Background: an optimization exercise with open tools, aiming at small area, a short achievable clock period and few clock cycles. Do not read the settings as production practice. Only simulation tests tie the RTL to the original design; equivalence was not proved. Power and IR drop assume default switching activity.

Design manchester_decoder, start of the top module:
module manchester_decoder #(
    parameter integer W           = 16,
    parameter integer NOISE_FLOOR = 64,
    parameter integer N_SAMPLES   = 260
) (
    input  wire          clk,
    input  wire          rst,
    input  wire          op_valid,
    output wire          op_ready,
    input  wire [W+3:0]  op_word,
    output reg           rsp_valid,
    output wire          rsp_ok,
    output wire [39:0]   rsp_data,
    output wire [1:0]    state,
    output wire          cap_en,
    output wire          trig_both,
    output wire          ctr_clear
);
clock: 10.0 ns
lec_check: 0
abc_clock_period_in_ps: 4500
cap_margin: 20
core_margin: 2
core_utilization: 40
place_density: 0.6
slew_margin: 20
standard.sh (not shown) runs the stock make flow with config.mk's settings and CLKGATE_MAP_FILE= SYNTH_SCRIPT=/design/flow/synth_recipe.tcl, a recipe that flattens the netlist after the stock synthesis.
==> flow/flow/run.sh <==
#!/bin/bash
set -euo pipefail
export BUFFER_PORTS_ARGS="-buffer_cell sky130_fd_sc_hd__buf_2"
export SETUP_SLACK_MARGIN=5.8
bash standard.sh > standard_flow.log 2>&1
Testbench counts at the start, summed over its fixed seeds: cycles 16,552.
Next try:
==> flow/run.sh (new file) <==
#!/bin/bash
# synth_recipe.tcl (not shown) runs the flow's synth.tcl, then flattens the netlist and writes it again
# the make line also repeats each setting of config.mk as NAME=value (left out here)
make -C /OpenROAD-flow-scripts/flow DESIGN_CONFIG=/design/flow/config.mk WORK_HOME=/design/flow/orfs CLKGATE_MAP_FILE= SYNTH_SCRIPT=/design/flow/synth_recipe.tcl finish
--- a/flow/config.mk
+++ b/flow/config.mk
@@ -7,3 +7,3 @@
 export LEC_CHECK = 0
-export ABC_CLOCK_PERIOD_IN_PS = 4500
+export ABC_CLOCK_PERIOD_IN_PS = 5000
 export CAP_MARGIN = 20
@@ -12,2 +12,3 @@
 export PLACE_DENSITY = 0.6
+export SETUP_SLACK_MARGIN = 5
 export SLEW_MARGIN = 20
removed: flow/flow/run.sh
removed: flow/standard.sh
Effect:
- The new run completed with no timing, DRC or antenna violations
- cell count goes down by 0.44%
- wire length hardly moves
- first-iteration DRC count went up by 12%
- maximum frequency decreases by 9.1%
- area after synthesis stays the same
- core utilization went down by 0.17 points

* * *

## P
Another version of the RTL of manchester_decoder (not shown whole).
Size in the first run: roughly 1800 cells after synthesis, ~270 flip-flops, ~71 I/O pins, roughly 0.017 mm2 of cells after synthesis.
clock: 10.0 ns
lec_check: 0
abc_clock_period_in_ps: 4500
cap_margin: 20
core_margin: 2
core_utilization: 80
cts_buf_list: sky130_fd_sc_hd__clkbuf_8
cts_cluster_diameter: 75
cts_cluster_size: 12
place_density: 0.92
slew_margin: 20
==> flow/flow/run.sh <==
#!/bin/bash
set -euo pipefail
export BUFFER_PORTS_ARGS="-buffer_cell sky130_fd_sc_hd__buf_2"
export SETUP_SLACK_MARGIN=5.5
export CTS_ARGS="-sink_clustering_enable -repair_clock_nets -dont_use_dummy_load -sink_clustering_size 12 -sink_clustering_max_diameter 75 -buf_list sky130_fd_sc_hd__clkbuf_8"
bash standard.sh > standard_flow.log 2>&1
P has completed all stages; timing, DRC and antenna checks passed.
Testbench counts of P, summed over its fixed seeds: cycles 16,552.
For Q, these inputs were changed with respect to P:
# P
export LEC_CHECK = 0
export ABC_CLOCK_PERIOD_IN_PS = 4500
export CAP_MARGIN = 20
export CORE_MARGIN = 2
export CORE_UTILIZATION = 80
export CTS_BUF_LIST = sky130_fd_sc_hd__clkbuf_8
export CTS_CLUSTER_DIAMETER = 75
export CTS_CLUSTER_SIZE = 12
export PLACE_DENSITY = 0.92
export SLEW_MARGIN = 20
create_clock -name core_clock -period 10.0 [get_ports {clk}]
# Q
export LEC_CHECK = 0
export ABC_CLOCK_PERIOD_IN_PS = 4500
export CAP_MARGIN = 20
export CORE_MARGIN = 2
export CORE_UTILIZATION = 60
export CTS_BUF_LIST = sky130_fd_sc_hd__clkbuf_8
export CTS_CLUSTER_DIAMETER = 75
export CTS_CLUSTER_SIZE = 12
export PLACE_DENSITY = 0.75
export SLEW_MARGIN = 20
create_clock -name core_clock -period 10.0 [get_ports {clk}]
--- outcome ---
Total power of the final layout on Q is down relative to P. P → Q: cell count has increased, clock network contribution to total cell area has remained practically unchanged, worst setup slack has increased, combinational logic power has decreased, total number of vias has decreased. Across both runs, non-clock buffer count was lower for Q than for P. Synthesis-to-finish area growth up 0.70 points in Q wrt P. Across both runs, number of antenna violations at the first check in global routing was higher for Q than for P. Q vs P — met2 wire length dropped by more than 10%.

[what the ideal ports hide]
No port has a modelled driver above. Below, the same layouts with a new extraction and two added sets of constraints.
Step 1 (the two cells are an assumption about what drives the block):
set clk [get_ports {clk}]
set_driving_cell -lib_cell sky130_fd_sc_hd__clkbuf_16 $clk
set_driving_cell -lib_cell sky130_fd_sc_hd__buf_2 [delete_from_list [all_inputs] $clk]
Step 2 moves the port delays by t, midway between the first and last clock arrival at a register: inputs arrive t later, outputs are due t later. That takes back most of the time a late clock gives input paths.
Slacks: ideal / step 1 / step 2; pairs: ideal / step 1.
| run | shift t [ns] | setup slack, ns | worst register clock-pin slew, ns |
|---|---|---|---|
| the first run of note 1 | 0.630 | 5.517 / 5.476 / 5.254 | 0.06 / 0.06 |
| the second run of note 1 | 0.578 | 5.070 / 5.045 / 4.649 | 0.06 / 0.06 |
| P | 0.617 | 5.432 / 5.348 / 4.993 | 0.10 / 0.10 |
| Q | 0.601 | 5.473 / 5.395 / 5.004 | 0.09 / 0.09 |
After both steps setup and hold are still met in every run listed. For Q, which loses most, drivers alone change the setup slack by -0.078 ns; drivers and shift together by -0.469 ns.
